This design comes from an exercise in tuning for small area, a short achievable clock period and few clock cycles on the open sky130 flow, not from production work.
In this exercise RTL edits were held to simulation tests only and were not proved equivalent to the original.
Power is estimated from default activity; no workload was simulated.

[flow/config.mk]
export PLATFORM = sky130hd
export DESIGN_NAME = fcv_top
export DESIGN_NICKNAME = fcv_top
export VERILOG_FILES = /design/flow/design.v
export SDC_FILE = /design/flow/constraint.sdc
export NUM_CORES = 4
export LEC_CHECK = 0
export CAP_MARGIN = 20
export CORE_MARGIN = 2
export CORE_UTILIZATION = 25
export PLACE_DENSITY = 0.45
export SLEW_MARGIN = 20
[flow/constraint.sdc]
create_clock -name core_clock -period 5.0 [get_ports {clk}]
set_input_delay 1.0000 -clock core_clock [delete_from_list [all_inputs] [get_ports {clk}]]
set_output_delay 1.0000 -clock core_clock [all_outputs]
set_load 0.01 [all_outputs]
[flow/design.v]
module fcv_crc8 (
    input  wire [7:0] crc_in,
    input  wire [7:0] data,
    output wire [7:0] crc_out
);
    wire [7:0] x = crc_in ^ data;
    assign crc_out[0] = x[2] ^ x[4] ^ x[5];
    assign crc_out[1] = x[0] ^ x[3] ^ x[5] ^ x[6];
    assign crc_out[2] = x[0] ^ x[1] ^ x[4] ^ x[6] ^ x[7];
    assign crc_out[3] = x[0] ^ x[1] ^ x[4] ^ x[7];
    assign crc_out[4] = x[0] ^ x[1] ^ x[4];
    assign crc_out[5] = x[1] ^ x[2] ^ x[5];
    assign crc_out[6] = x[0] ^ x[2] ^ x[3] ^ x[6];
    assign crc_out[7] = x[1] ^ x[3] ^ x[4] ^ x[7];
endmodule
module fcv_crc72 (
    input  wire [71:0] d,
    output wire [7:0]  crc
);
    assign crc[0] = d[1] ^ d[3] ^ d[5] ^ d[7] ^ d[8] ^ d[10] ^ d[14] ^ d[16] ^ d[19] ^ d[20] ^ d[21] ^ d[22] ^ d[23] ^ d[24] ^ d[27] ^ d[28] ^ d[30] ^ d[32] ^ d[33] ^ d[34] ^ d[38] ^ d[39] ^ d[40] ^ d[41] ^ d[47] ^ d[48] ^ d[49] ^ d[51] ^ d[54] ^ d[57] ^ d[58] ^ d[61] ^ d[62] ^ d[63] ^ d[66] ^ d[68] ^ d[69];
    assign crc[1] = d[2] ^ d[4] ^ d[6] ^ d[8] ^ d[9] ^ d[11] ^ d[15] ^ d[17] ^ d[20] ^ d[21] ^ d[22] ^ d[23] ^ d[24] ^ d[25] ^ d[28] ^ d[29] ^ d[31] ^ d[33] ^ d[34] ^ d[35] ^ d[39] ^ d[40] ^ d[41] ^ d[42] ^ d[48] ^ d[49] ^ d[50] ^ d[52] ^ d[55] ^ d[58] ^ d[59] ^ d[62] ^ d[63] ^ d[64] ^ d[67] ^ d[69] ^ d[70];
    assign crc[2] = d[0] ^ d[3] ^ d[5] ^ d[7] ^ d[9] ^ d[10] ^ d[12] ^ d[16] ^ d[18] ^ d[21] ^ d[22] ^ d[23] ^ d[24] ^ d[25] ^ d[26] ^ d[29] ^ d[30] ^ d[32] ^ d[34] ^ d[35] ^ d[36] ^ d[40] ^ d[41] ^ d[42] ^ d[43] ^ d[49] ^ d[50] ^ d[51] ^ d[53] ^ d[56] ^ d[59] ^ d[60] ^ d[63] ^ d[64] ^ d[65] ^ d[68] ^ d[70] ^ d[71];
    assign crc[3] = d[3] ^ d[4] ^ d[5] ^ d[6] ^ d[7] ^ d[11] ^ d[13] ^ d[14] ^ d[16] ^ d[17] ^ d[20] ^ d[21] ^ d[25] ^ d[26] ^ d[28] ^ d[31] ^ d[32] ^ d[34] ^ d[35] ^ d[36] ^ d[37] ^ d[38] ^ d[39] ^ d[40] ^ d[42] ^ d[43] ^ d[44] ^ d[47] ^ d[48] ^ d[49] ^ d[50] ^ d[52] ^ d[58] ^ d[60] ^ d[62] ^ d[63] ^ d[64] ^ d[65] ^ d[68] ^ d[71];
    assign crc[4] = d[1] ^ d[3] ^ d[4] ^ d[6] ^ d[10] ^ d[12] ^ d[15] ^ d[16] ^ d[17] ^ d[18] ^ d[19] ^ d[20] ^ d[23] ^ d[24] ^ d[26] ^ d[28] ^ d[29] ^ d[30] ^ d[34] ^ d[35] ^ d[36] ^ d[37] ^ d[43] ^ d[44] ^ d[45] ^ d[47] ^ d[50] ^ d[53] ^ d[54] ^ d[57] ^ d[58] ^ d[59] ^ d[62] ^ d[64] ^ d[65] ^ d[68];
    assign crc[5] = d[0] ^ d[2] ^ d[4] ^ d[5] ^ d[7] ^ d[11] ^ d[13] ^ d[16] ^ d[17] ^ d[18] ^ d[19] ^ d[20] ^ d[21] ^ d[24] ^ d[25] ^ d[27] ^ d[29] ^ d[30] ^ d[31] ^ d[35] ^ d[36] ^ d[37] ^ d[38] ^ d[44] ^ d[45] ^ d[46] ^ d[48] ^ d[51] ^ d[54] ^ d[55] ^ d[58] ^ d[59] ^ d[60] ^ d[63] ^ d[65] ^ d[66] ^ d[69];
    assign crc[6] = d[1] ^ d[3] ^ d[5] ^ d[6] ^ d[8] ^ d[12] ^ d[14] ^ d[17] ^ d[18] ^ d[19] ^ d[20] ^ d[21] ^ d[22] ^ d[25] ^ d[26] ^ d[28] ^ d[30] ^ d[31] ^ d[32] ^ d[36] ^ d[37] ^ d[38] ^ d[39] ^ d[45] ^ d[46] ^ d[47] ^ d[49] ^ d[52] ^ d[55] ^ d[56] ^ d[59] ^ d[60] ^ d[61] ^ d[64] ^ d[66] ^ d[67] ^ d[70];
    assign crc[7] = d[0] ^ d[2] ^ d[4] ^ d[6] ^ d[7] ^ d[9] ^ d[13] ^ d[15] ^ d[18] ^ d[19] ^ d[20] ^ d[21] ^ d[22] ^ d[23] ^ d[26] ^ d[27] ^ d[29] ^ d[31] ^ d[32] ^ d[33] ^ d[37] ^ d[38] ^ d[39] ^ d[40] ^ d[46] ^ d[47] ^ d[48] ^ d[50] ^ d[53] ^ d[56] ^ d[57] ^ d[60] ^ d[61] ^ d[62] ^ d[65] ^ d[67] ^ d[68] ^ d[71];
endmodule
module fcv_rxq (
    input  wire        clk,
    input  wire        rst,
    input  wire        clear,
    input  wire        push,
    input  wire [7:0]  din,
    input  wire        pop10,
    output wire [79:0] head,      
    output reg  [5:0]  count,
    output wire        full
);
    reg [7:0] mem [0:31];
    assign full = count[5];
    genvar g;
    generate
        for (g = 0; g < 10; g = g + 1) begin : h
            assign head[g*8 +: 8] = mem[g];
        end
    endgenerate
    integer i;
    always @(posedge clk) begin
        for (i = 0; i < 32; i = i + 1) begin
            if (pop10) begin
                if (i < 22)
                    mem[i] <= mem[i + 10];
            end else if (push && count == i) begin
                mem[i] <= din;
            end
        end
    end
    always @(posedge clk) begin
        if (rst || clear)
            count <= 6'd0;
        else if (pop10)
            count <= count - 6'd10;
        else if (push && !full)
            count <= count + 6'd1;
    end
endmodule
module fcv_txq (
    input  wire        clk,
    input  wire        rst,
    input  wire        push,
    input  wire [41:0] din,       
    input  wire        pop,
    output wire [7:0]  dout,
    output reg  [5:0]  count
);
    reg [41:0] slot [0:3];
    reg [1:0]  hslot, tslot;
    reg [3:0]  hidx;
    always @(posedge clk) begin
        if (push)
            slot[tslot] <= din;
    end
    wire        do_pop = pop && (count != 6'd0);
    always @(posedge clk) begin
        if (rst) begin
            count <= 6'd0;
            hslot <= 2'd0;
            tslot <= 2'd0;
            hidx  <= 4'd0;
        end else begin
            if (push) begin
                tslot <= tslot + 2'd1;
                count <= count + 6'd10;
            end else if (do_pop) begin
                count <= count - 6'd1;
                if (hidx == 4'd9) begin
                    hidx  <= 4'd0;
                    hslot <= hslot + 2'd1;
                end else begin
                    hidx <= hidx + 4'd1;
                end
            end
        end
    end
    wire [41:0] h = slot[hslot];
    reg  [7:0]  b;
    always @(*) begin
        case (hidx)
            4'd0:    b = h[7:0];
            4'd1:    b = h[15:8];
            4'd2:    b = h[23:16];
            4'd3:    b = h[31:24];
            4'd7:    b = {4'd0, h[33], 1'b0, h[32] | h[33], 1'b0};
            4'd9:    b = h[41:34];
            default: b = 8'd0;
        endcase
    end
    assign dout = b;
endmodule
module fcv_top (
    input  wire        clk,
    input  wire        rst,
    input  wire        req,
    input  wire        we,
    input  wire [3:0]  addr,
    input  wire [31:0] wdata,
    output wire        ack,
    output reg  [31:0] rdata,
    input  wire        rx_valid,
    input  wire [7:0]  rx_data,
    output wire        tx_valid,
    output wire [7:0]  tx_data,
    input  wire        tx_ready
);
    localparam A_CMD = 4'd0, A_ARG = 4'd1, A_STATUS = 4'd2, A_QSTAT = 4'd3,
               A_CAP = 4'd4, A_CRCR = 4'd5, A_DECR = 4'd6, A_FB0 = 4'd7,
               A_FB1 = 4'd8, A_FB2 = 4'd9, A_RF0 = 4'd10, A_RF1 = 4'd11,
               A_RF2 = 4'd12, A_RF3 = 4'd13, A_RF4 = 4'd14, A_RF5 = 4'd15;
    reg [31:0] arg;
    reg [79:0] fb;           
    reg [7:0]  crcr;
    reg [15:0] decr_hi, decr_lo;
    reg        decr_s16;     
    reg [63:0] rfb;          
    reg        m_st210, m_in210, m_115, m_in115;    
    reg [2:0]  kind;
    reg        valid;
    reg        pending;
    reg        variant;
    reg        rxovf;
    reg [1:0]  err;
    reg        src_fb;       
    wire [7:0] opc = wdata[7:0];
    wire [7:0] a8  = wdata[15:8];
    wire [7:0] b8  = wdata[23:16];
    wire wr  = req && we;
    wire cmd = wr && (addr == A_CMD);
    wire op_nop   = (opc == 8'h00);
    wire op_clr   = (opc == 8'h01);
    wire op_upd   = (opc == 8'h02);
    wire op_crcfb = (opc == 8'h03);
    wire op_valid = (opc == 8'h04);
    wire op_d16   = (opc == 8'h05);
    wire op_d32   = (opc == 8'h06);
    wire op_stop  = (opc == 8'h10);
    wire op_ctrl  = (opc == 8'h11);
    wire op_chgid = (opc == 8'h12);
    wire op_chgmd = (opc == 8'h13);
    wire op_idchk = (opc == 8'h14);
    wire op_reqin = (opc == 8'h15);
    wire op_setv  = (opc == 8'h18);
    wire op_poll  = (opc == 8'h20);
    wire op_flush = (opc == 8'h21);
    wire op_enc   = op_stop | op_ctrl | op_chgid | op_chgmd | op_idchk | op_reqin;
    wire [79:0] rxh;
    wire [5:0]  rx_count, tx_count;
    wire        rx_full;
    wire        rx_ge10 = (rx_count >= 6'd10);
    wire need_fb = cmd && (op_crcfb || op_valid);
    wire need_rx = cmd && op_poll && rx_ge10;
    wire stall   = (need_fb && !src_fb) || (need_rx && src_fb);
    assign ack   = req && !stall;
    wire go   = wr && !stall;
    wire gcmd = cmd && !stall;
    wire enc_ok   = gcmd && op_enc && (tx_count <= 6'd22);
    wire poll_ok  = gcmd && op_poll && rx_ge10;
    wire rx_push  = rx_valid && !rx_full;
    wire [7:0] crc_t;
    fcv_crc72 u_crct (.d(src_fb ? fb[71:0] : rxh[71:0]), .crc(crc_t));
    wire [7:0] crc_u;
    fcv_crc8 u_crcu (.crc_in(crcr), .data(a8), .crc_out(crc_u));
    wire [7:0] e0 = op_idchk ? (variant ? 8'hFF : 8'hC8) : a8;
    wire [7:0] e1 = op_ctrl ? b8 :
                    (op_stop | op_idchk) ? 8'h64 :
                    op_chgid ? 8'h55 : op_chgmd ? 8'hA0 : op_reqin ? 8'h74 : 8'h00;
    wire [7:0] e2 = op_ctrl ? arg[15:8] : op_chgmd ? b8 :
                    (op_chgid && variant) ? 8'h53 : 8'h00;
    wire [7:0] e3 = op_ctrl ? arg[7:0] : (op_reqin && variant) ? 8'h01 : 8'h00;
    wire [1:0] c7 = {variant && op_ctrl, variant && op_stop};    
    wire [7:0] e7 = {4'd0, c7[1], 1'b0, c7[1] | c7[0], 1'b0};
    wire [7:0] crc_e;
    fcv_crc72 u_crce (.d({8'd0, e7, 24'd0, e3, e2, e1, e0}), .crc(crc_e));
    fcv_rxq u_rxq (
        .clk(clk), .rst(rst), .clear(gcmd && op_flush),
        .push(rx_valid), .din(rx_data), .pop10(poll_ok),
        .head(rxh), .count(rx_count), .full(rx_full)
    );
    fcv_txq u_txq (
        .clk(clk), .rst(rst), .push(enc_ok),
        .din({crc_e, c7, e3, e2, e1, e0}),
        .pop(tx_ready), .dout(tx_data), .count(tx_count)
    );
    assign tx_valid = (tx_count != 6'd0);
    wire [7:0] f1 = rxh[15:8], f9 = rxh[79:72];
    wire crc_ok = (crc_t == f9);
    wire is64 = (f1 == 8'h64);
    wire is74 = (f1 == 8'h74);
    wire [3:0] k = a8[3:0];
    wire [15:0] win_k  = {fb[k*8 +: 8], fb[(k+4'd1)*8 +: 8]};
    wire [15:0] win_k2 = {fb[(k+4'd2)*8 +: 8], fb[(k+4'd3)*8 +: 8]};
    wire [7:0] F1 = rfb[7:0],   F2 = rfb[15:8],  F3 = rfb[23:16], F4 = rfb[31:24];
    wire [7:0] F5 = rfb[39:32], F6 = rfb[47:40], F7 = rfb[55:48], F8 = rfb[63:56];
    wire [31:0] s23 = {{16{F2[7]}}, F2, F3};
    wire [31:0] s45 = {{16{F4[7]}}, F4, F5};
    wire [31:0] s67 = {{16{F6[7]}}, F6, F7};
    wire [31:0] rf0v = m_st210 ? s23 : m_in210 ? {F2, F3, F4, F5} : m_115 ? {24'd0, F1} : 32'd0;
    wire [31:0] rf1v = m_st210 ? s45 : m_in210 ? s67 : m_115 ? s23 : 32'd0;
    wire [31:0] rf2v = m_st210 ? {24'd0, F6} : m_in210 ? {24'd0, F8} : m_115 ? s45 : 32'd0;
    wire [7:0]  rf3v = m_st210 ? F7 : m_115 ? F6 : 8'd0;
    wire [7:0]  rf4v = (m_st210 || (m_115 && !m_in115)) ? F8 : m_in115 ? F7 : 8'd0;
    wire [7:0]  rf5v = m_in115 ? F8 : 8'd0;
    always @(*) begin
        case (addr)
            A_ARG:    rdata = arg;
            A_STATUS: rdata = {20'd0, 2'd0, err, rxovf, variant, pending, valid, 1'b0, kind};
            A_QSTAT:  rdata = {10'd0, tx_count, 10'd0, rx_count};
            A_CAP:    rdata = 32'h0020_0020;
            A_CRCR:   rdata = {24'd0, crcr};
            A_DECR:   rdata = {decr_s16 ? {16{decr_lo[15]}} : decr_hi, decr_lo};
            A_FB0:    rdata = fb[31:0];
            A_FB1:    rdata = fb[63:32];
            A_FB2:    rdata = {16'd0, fb[79:64]};
            A_RF0:    rdata = rf0v;
            A_RF1:    rdata = rf1v;
            A_RF2:    rdata = rf2v;
            A_RF3:    rdata = {24'd0, rf3v};
            A_RF4:    rdata = {24'd0, rf4v};
            A_RF5:    rdata = {24'd0, rf5v};
            default:  rdata = 32'd0;
        endcase
    end
    always @(posedge clk) begin
        if (rst) begin
            arg      <= 32'd0;
            fb       <= 80'd0;
            crcr     <= 8'd0;
            decr_hi  <= 16'd0;
            decr_lo  <= 16'd0;
            decr_s16 <= 1'b0;
            m_st210  <= 1'b0;
            m_in210  <= 1'b0;
            m_115    <= 1'b0;
            m_in115  <= 1'b0;
            kind     <= 3'd0;
            valid    <= 1'b0;
            pending  <= 1'b0;
            variant  <= 1'b1;
            rxovf    <= 1'b0;
            err      <= 2'd0;
            src_fb   <= 1'b0;
        end else begin
            if (rx_valid && rx_full)
                rxovf <= 1'b1;
            if (stall)
                src_fb <= !src_fb;
            else if (rx_valid)
                src_fb <= 1'b0;
            else if (go && (addr == A_FB0 || addr == A_FB1 || addr == A_FB2))
                src_fb <= 1'b1;
            else if (enc_ok || poll_ok)
                src_fb <= 1'b1;
            if (go) begin
                case (addr)
                A_ARG: arg <= wdata;
                A_FB0: fb[31:0]  <= wdata;
                A_FB1: fb[63:32] <= wdata;
                A_FB2: fb[79:64] <= wdata[15:0];
                default: ;
                endcase
            end
            if (gcmd) begin
                if (op_nop || op_clr || op_upd || op_crcfb || op_valid ||
                    op_setv || op_poll || op_flush)
                    err <= 2'd0;
                if (op_clr)
                    crcr <= 8'd0;
                if (op_upd)
                    crcr <= crc_u;
                if (op_crcfb || op_valid)
                    crcr <= crc_t;
                if (op_valid)
                    valid <= (crc_t == fb[79:72]);
                if (op_d16) begin
                    if (a8 > 8'd8) begin
                        err <= 2'd2;
                    end else begin
                        decr_lo  <= win_k;
                        decr_s16 <= 1'b1;
                        err      <= 2'd0;
                    end
                end
                if (op_d32) begin
                    if (a8 > 8'd6) begin
                        err <= 2'd2;
                    end else begin
                        decr_hi  <= win_k;
                        decr_lo  <= win_k2;
                        decr_s16 <= 1'b0;
                        err      <= 2'd0;
                    end
                end
                if (op_enc) begin
                    if (enc_ok) begin
                        fb      <= {crc_e, 8'd0, e7, 24'd0, e3, e2, e1, e0};
                        crcr    <= crc_e;
                        err     <= 2'd0;
                        if (op_reqin)
                            pending <= 1'b1;
                    end else begin
                        err <= 2'd1;
                    end
                end
                if (op_setv) begin
                    if (arg == 32'd115)
                        variant <= 1'b0;
                    else if (arg == 32'd210)
                        variant <= 1'b1;
                end
                if (op_poll) begin
                    if (!rx_ge10) begin
                        kind <= 3'd0;
                    end else begin
                        fb    <= rxh;
                        crcr  <= crc_t;
                        valid <= crc_ok;
                        m_st210 <= crc_ok && variant && is64;
                        m_in210 <= crc_ok && variant && is74;
                        m_115   <= crc_ok && !variant;
                        m_in115 <= crc_ok && !variant && pending;
                        if (!crc_ok) begin
                            kind <= 3'd5;
                        end else if (variant) begin
                            kind <= is64 ? 3'd1 : is74 ? 3'd2 : 3'd6;
                            if (is64 || is74)
                                pending <= 1'b0;
                        end else begin
                            kind    <= pending ? 3'd4 : 3'd3;
                            pending <= 1'b0;
                        end
                    end
                end
                if (op_flush)
                    rxovf <= 1'b0;
            end
        end
    end
    always @(posedge clk) begin
        if (poll_ok)
            rfb <= rxh[71:8];
    end
endmodule
[flow/run.sh]
#!/bin/bash
# synth_recipe.tcl (not shown) runs the flow's synth.tcl, then flattens the netlist and writes it again
# the make line also repeats each setting of config.mk as NAME=value (left out here)
make -C /OpenROAD-flow-scripts/flow DESIGN_CONFIG=/design/flow/config.mk WORK_HOME=/design/flow/orfs CLKGATE_MAP_FILE= SYNTH_SCRIPT=/design/flow/synth_recipe.tcl finish
==> run summary <==
Routability-driven placement finished with a final weighted congestion of 1.012. Synthesis inferred 677 register bits. The worst path uses 99.34% of the clock period.

Once detail routing completed, the nets flagged for antenna violations numbered 0. Among all cell types in the netlist, the one instantiated most often is sky130_fd_sc_hd__edfxtp_1. The uppermost layer routed is met5.

In this run the tightest slew margin relative to its limit is 31.25%. The hold violation count in the final report is 0. The H-tree generated during clock tree synthesis spans 3 levels. The netlist uses 83 different library cells. The top cell type by area accounts for 39.84% of the synthesized area.

In this run the cell area of the synthesized design comes to 0.03679 mm^2. Counting every net in the synthesized netlist gives 3285. The post-synthesis average cell area was 11.43 um^2. Number of cells traversed by the worst register-to-register path: 9.

The startpoint identified for the worst register-to-register timing path is fb[50]$_SDFF_PP0_. The logs give 0 for the total count of max-transition violations in the final report and 0.04461 mm^2 for the final design instance area without fill. The tools report the total I/O pin count as 92.

The buffer cell driving the clock tree root was sky130_fd_sc_hd__clkbuf_16. Clock-pin slew was measured on the worst setup and hold paths at 60 ps. Worst reg-to-reg setup slack: 640 ps.

Counting flops with an async set or reset pin after synthesis yields a share of 0%. Relative to the synthesized area, the layout overhead comes to 21.27%. For this block, wires on met1 add up to 77.88 mm. The tools report the starting density of the core as 25.21%.

The amount of wire on met2 after detailed routing is 79.36 mm, and the number of nets at the end of the flow is 3496. STA classifies the critical path endpoint as an output pin. For the total global routing overflow, the log shows 0.

In this run the worst hold path is classified as reg -> reg. During synthesis, Yosys emitted a total of 4 warnings. The clock drives 677 sinks.

The die is 387.6 um wide. The data arrival time at the worst-slack endpoint was 3970 ps; the slew at the pin closest to its max-slew limit was 1021 ps. VDD sags by at most 245.6 uV.

Number of antenna violations at the first check in global routing: 11. The data required time at the worst endpoint was 4000 ps; the number of design rule violations left after detail routing was 0. From bottom edge to top edge, the die measures 387.6 um. The critical path in this run is classified as reg -> out. Ranked by total cell area, the synthesized netlist is headed by sky130_fd_sc_hd__edfxtp_1 40%, sky130_fd_sc_hd__dfxtp_1 10%, sky130_fd_sc_hd__mux2i_1 5.5%, sky130_fd_sc_hd__xnor2_1 4.2%, sky130_fd_sc_hd__mux4_2 4.0%. The tool flagged a number of max-cap violations equal to 0.

The analysis attributes to cell leakage a power of 16.69 nW. Summing the areas of all compound-gate instances in the mapped netlist gives 16.14% of the synthesized area. Setup violations remaining at the end of the flow were counted as 0. The worst hold path begins at decr_hi[13]$_SDFFE_PP0P_.

The mean number of vias per cell was 5.391. The HPWL after detailed placement is 136.9 mm. The commonest cells after synthesis are 488 x sky130_fd_sc_hd__edfxtp_1, 245 x sky130_fd_sc_hd__clkbuf_1, 219 x sky130_fd_sc_hd__a21oi_1, 209 x sky130_fd_sc_hd__nand2_1, 203 x sky130_fd_sc_hd__mux2i_1.

The proportion of layout cells with a drive suffix above 1 came out at 17.23%. Setup repair after global routing left no endpoint under its margin. Counting instances, the worst hold path has a depth of 2.

After floorplanning, the core was divided into 140 placement rows. Dividing the detail-routed wire length by the instance count gives 33.40 um. The die area was 0.1502 mm^2.

The clock arrives with 67.14 ps of skew. Power spread over the standard cell area amounts to 317.6 mW/mm^2. The cell area reported after detailed placement is 0.04184 mm^2. Summing the areas of all fa, ha and maj instances in the mapped netlist gives 0.5442% of the synthesized area. During placement, the flow inserted port buffers numbering 91.

After layout, the design draws a total of 0.01417 W. The tools report the area of the core region as 0.1459 mm^2. The routed layout has 29200 vias.

The synthesized netlist cell count was 3219. The sequential-to-total area share from yosys stat is 50.12%. Worst hold path endpoint: decr_hi[13]$_SDFFE_PP0P_. Clock tree synthesis inserted a total of 81 buffers.

The first global-routing pass estimated 244.9 mm of wire. For the total iterations of the first detailed-routing run, the log shows 6. The run gives 14.66 mm as the detailed route wirelength on metal3.

Via count of the first global-routing pass: 27660. TritonCTS built the clock tree. Along the worst path, the maximum fanout reaches 6. In this run, the number of DRC markers left after iteration 0 of detailed routing was 4241. The minimum period implied by the final worst setup slack was 4967 ps; the later-pin clock latency in the skew report was 740 ps. The simple-gate share of the synthesized area is 8.190%. The synthesized netlist devotes 10.99% of its cell area to XOR and XNOR gates. Once the clock tree was built, the setup fixing pass inserted 0 buffers. For this run, the share of the core covered by cells in the final layout is 30.57%. The flow ran to the end and the layout has no timing, DRC or antenna violations. Timing would allow up to 201.3 MHz. The share of cell area taken by muxes after synthesis came out at 10.31%. The tools report the total global routing track utilization as 23.50%. In the synthesized netlist the dominant register cell turns out to be sky130_fd_sc_hd__edfxtp_1. Kind of launch point of the worst setup path: a register. Biggest area consumer among synthesized cells: sky130_fd_sc_hd__edfxtp_1. No sink is reached through more buffers than the 3 on the longest clock path. The maximum number of pins on one net before global-route repair is 112.

Main combinational cell family by area after synthesis: compound AO/OA/AOI/OAI gates. In this run the critical register-to-register path is captured at m_st210$_SDFFE_PP0P_. The wire length after detailed routing is 180.9 mm. Counting flops with a built-in enable in the synthesized netlist gives 488.
[repair_timing]
action	in CTS	in global routing
gates resized for setup	3	11
hold buffers	0	0
setup endpoints to repair	2	9
pin swaps	0	4
[state kept, by name, summed over array words and instances, names as in the netlist, 2 cells and up, named ones only]
signal and flops:
fb 80, u_rxq.mem 256, u_txq.count 6, kind 3
err 2, u_txq.hidx 4, decr_lo 16, u_txq.hslot 2
crcr 8, rfb 64, u_txq.tslot 2, u_rxq.count 6
u_txq.slot 168, arg 32, decr_hi 16
[logic make-up (layout without fill, tap and decap cells)]
kind of cell | count (synthesis) | count (layout)
AO/OA/AOI/OAI | 884 | 884
flip-flops | 677 | 677
AND/OR/NAND/NOR | 645 | 645
XOR/XNOR | 354 | 354
buffers and inverters | 351 | 626
multiplexers | 292 | 292
adder cells (fa/ha/maj) | 16 | 16
other | 0 | 5
[area by class of cell]
class / count / area (um^2)
diodes: 5 / 12.51
clock buffers: 109 / 2288
clock inverters: 38 / 416.7
fillers: 14880 / 101300
inverters: 51 / 201.4
multi-input cells: 2191 / 17110
flip-flops and latches: 677 / 18440
well taps: 1917 / 2399
repair buffers: 428 / 3741
[critical path, cell delays in order, from the launching register on]
cell                              delay (ps)
sky130_fd_sc_hd__dfxtp_1                 540
sky130_fd_sc_hd__inv_1                   150
sky130_fd_sc_hd__ha_1                    370
sky130_fd_sc_hd__o31a_1                  450
sky130_fd_sc_hd__o2111ai_4               280
sky130_fd_sc_hd__o21ai_0                 210
sky130_fd_sc_hd__a21boi_0                600
sky130_fd_sc_hd__clkdlybuf4s50_1         660
[worst max path at each step]
| stage | start | endpoint | cells after the start | slack, ps |
|---|---|---|---|---|
| 2_1_floorplan | wdata[6] | u_txq.slot[2][0]$_DFFE_PP_ | 10 | 260 |
| 3_3_place_gp | addr[1] | rdata[2] | 10 | -60 |
| 3_5_place_dp | addr[1] | rdata[2] | 10 | -60 |
| 4_1_cts | addr[1] | rdata[4] | 11 | 2 |
| 5_1_grt | addr[1] | rdata[5] | 11 | 10 |
| 6_report | u_rxq.count[0]$_SDFFE_PP0P_ | ack | 7 | 30 |
[where the power goes]
group          switching, W  internal (W)
Combinational       0.00113      0.000822
Clock               0.00260       0.00341
Sequential         0.000148       0.00605
Total               0.00388        0.0103
[through the flow]
step / TNS (ps) / hold slack (ps) / cells / setup slack [ps]
3_3_place_gp: -69.21 / 448.1 / 5264 / -57.58
5_1_grt: 0 / 481.9 / 5412 / 14.14
6_report: 0 / 460.4 / 5416 / 33.22
2_1_floorplan: 0 / 431.5 / 3219 / 259.9
3_5_place_dp: -56.61 / 446.1 / 5264 / -56.61
4_1_cts: 0 / 458.7 / 5411 / 1.527
[per-layer routing]
layer / global-route usage (%) / up-vias
li1: - / 12470
met2: 35.57 / 1551
met1: 32.37 / 14870
met5: 0 / -
met3: 4.590 / 297
met4: 10.50 / 6
[cells in the final DEF (no fill, tap or decap), types with 27 or more instances in the layout]
cell type	synthesis	routed
sky130_fd_sc_hd__nand2_1	209	209
sky130_fd_sc_hd__a21o_1	185	185
sky130_fd_sc_hd__xnor2_1	176	175
sky130_fd_sc_hd__edfxtp_1	488	488
sky130_fd_sc_hd__o22ai_1	57	57
sky130_fd_sc_hd__a221oi_1	54	52
sky130_fd_sc_hd__clkbuf_16	0	83
sky130_fd_sc_hd__a22oi_1	68	68
sky130_fd_sc_hd__xor2_1	110	110
sky130_fd_sc_hd__clkdlybuf4s50_1	0	82
sky130_fd_sc_hd__a21oi_1	219	218
sky130_fd_sc_hd__a211oi_1	43	43
sky130_fd_sc_hd__nor2_1	181	175
sky130_fd_sc_hd__inv_1	47	47
sky130_fd_sc_hd__mux2i_1	203	203
sky130_fd_sc_hd__mux4_2	66	66
sky130_fd_sc_hd__buf_4	4	315
sky130_fd_sc_hd__nor3_1	65	60
sky130_fd_sc_hd__xnor3_1	57	57
sky130_fd_sc_hd__o21ai_0	130	127
sky130_fd_sc_hd__dfxtp_1	189	186
sky130_fd_sc_hd__nor2b_1	28	27
sky130_fd_sc_hd__nand3_1	33	31
Testbench counts, summed over its fixed seeds: cycles 19,071.

==> what the ideal ports hide <==
The flow's constraints put no driver on any port. The routed layout listed below was extracted and timed again, unchanged, in two steps. Step 1 assumes that a clkbuf_16 drives the clock port and a buf_2 every other input. Step 2, shift: input delay + t, output delay - t, t = (earliest + latest rising clock arrival at the registers) / 2. This alone moves slack from input paths to output paths. Slacks: no drivers / after step 1 / after step 2; pairs: no drivers / after step 1.
t, ns: 0.783
setup slack, ns: 0.033 / -0.038 / 0.043
worst register clock-pin slew, ns: 0.07 / 0.07
After both steps setup and hold are still met in this run. For this run, drivers alone change the setup slack by -0.071 ns; drivers and shift together by +0.010 ns.
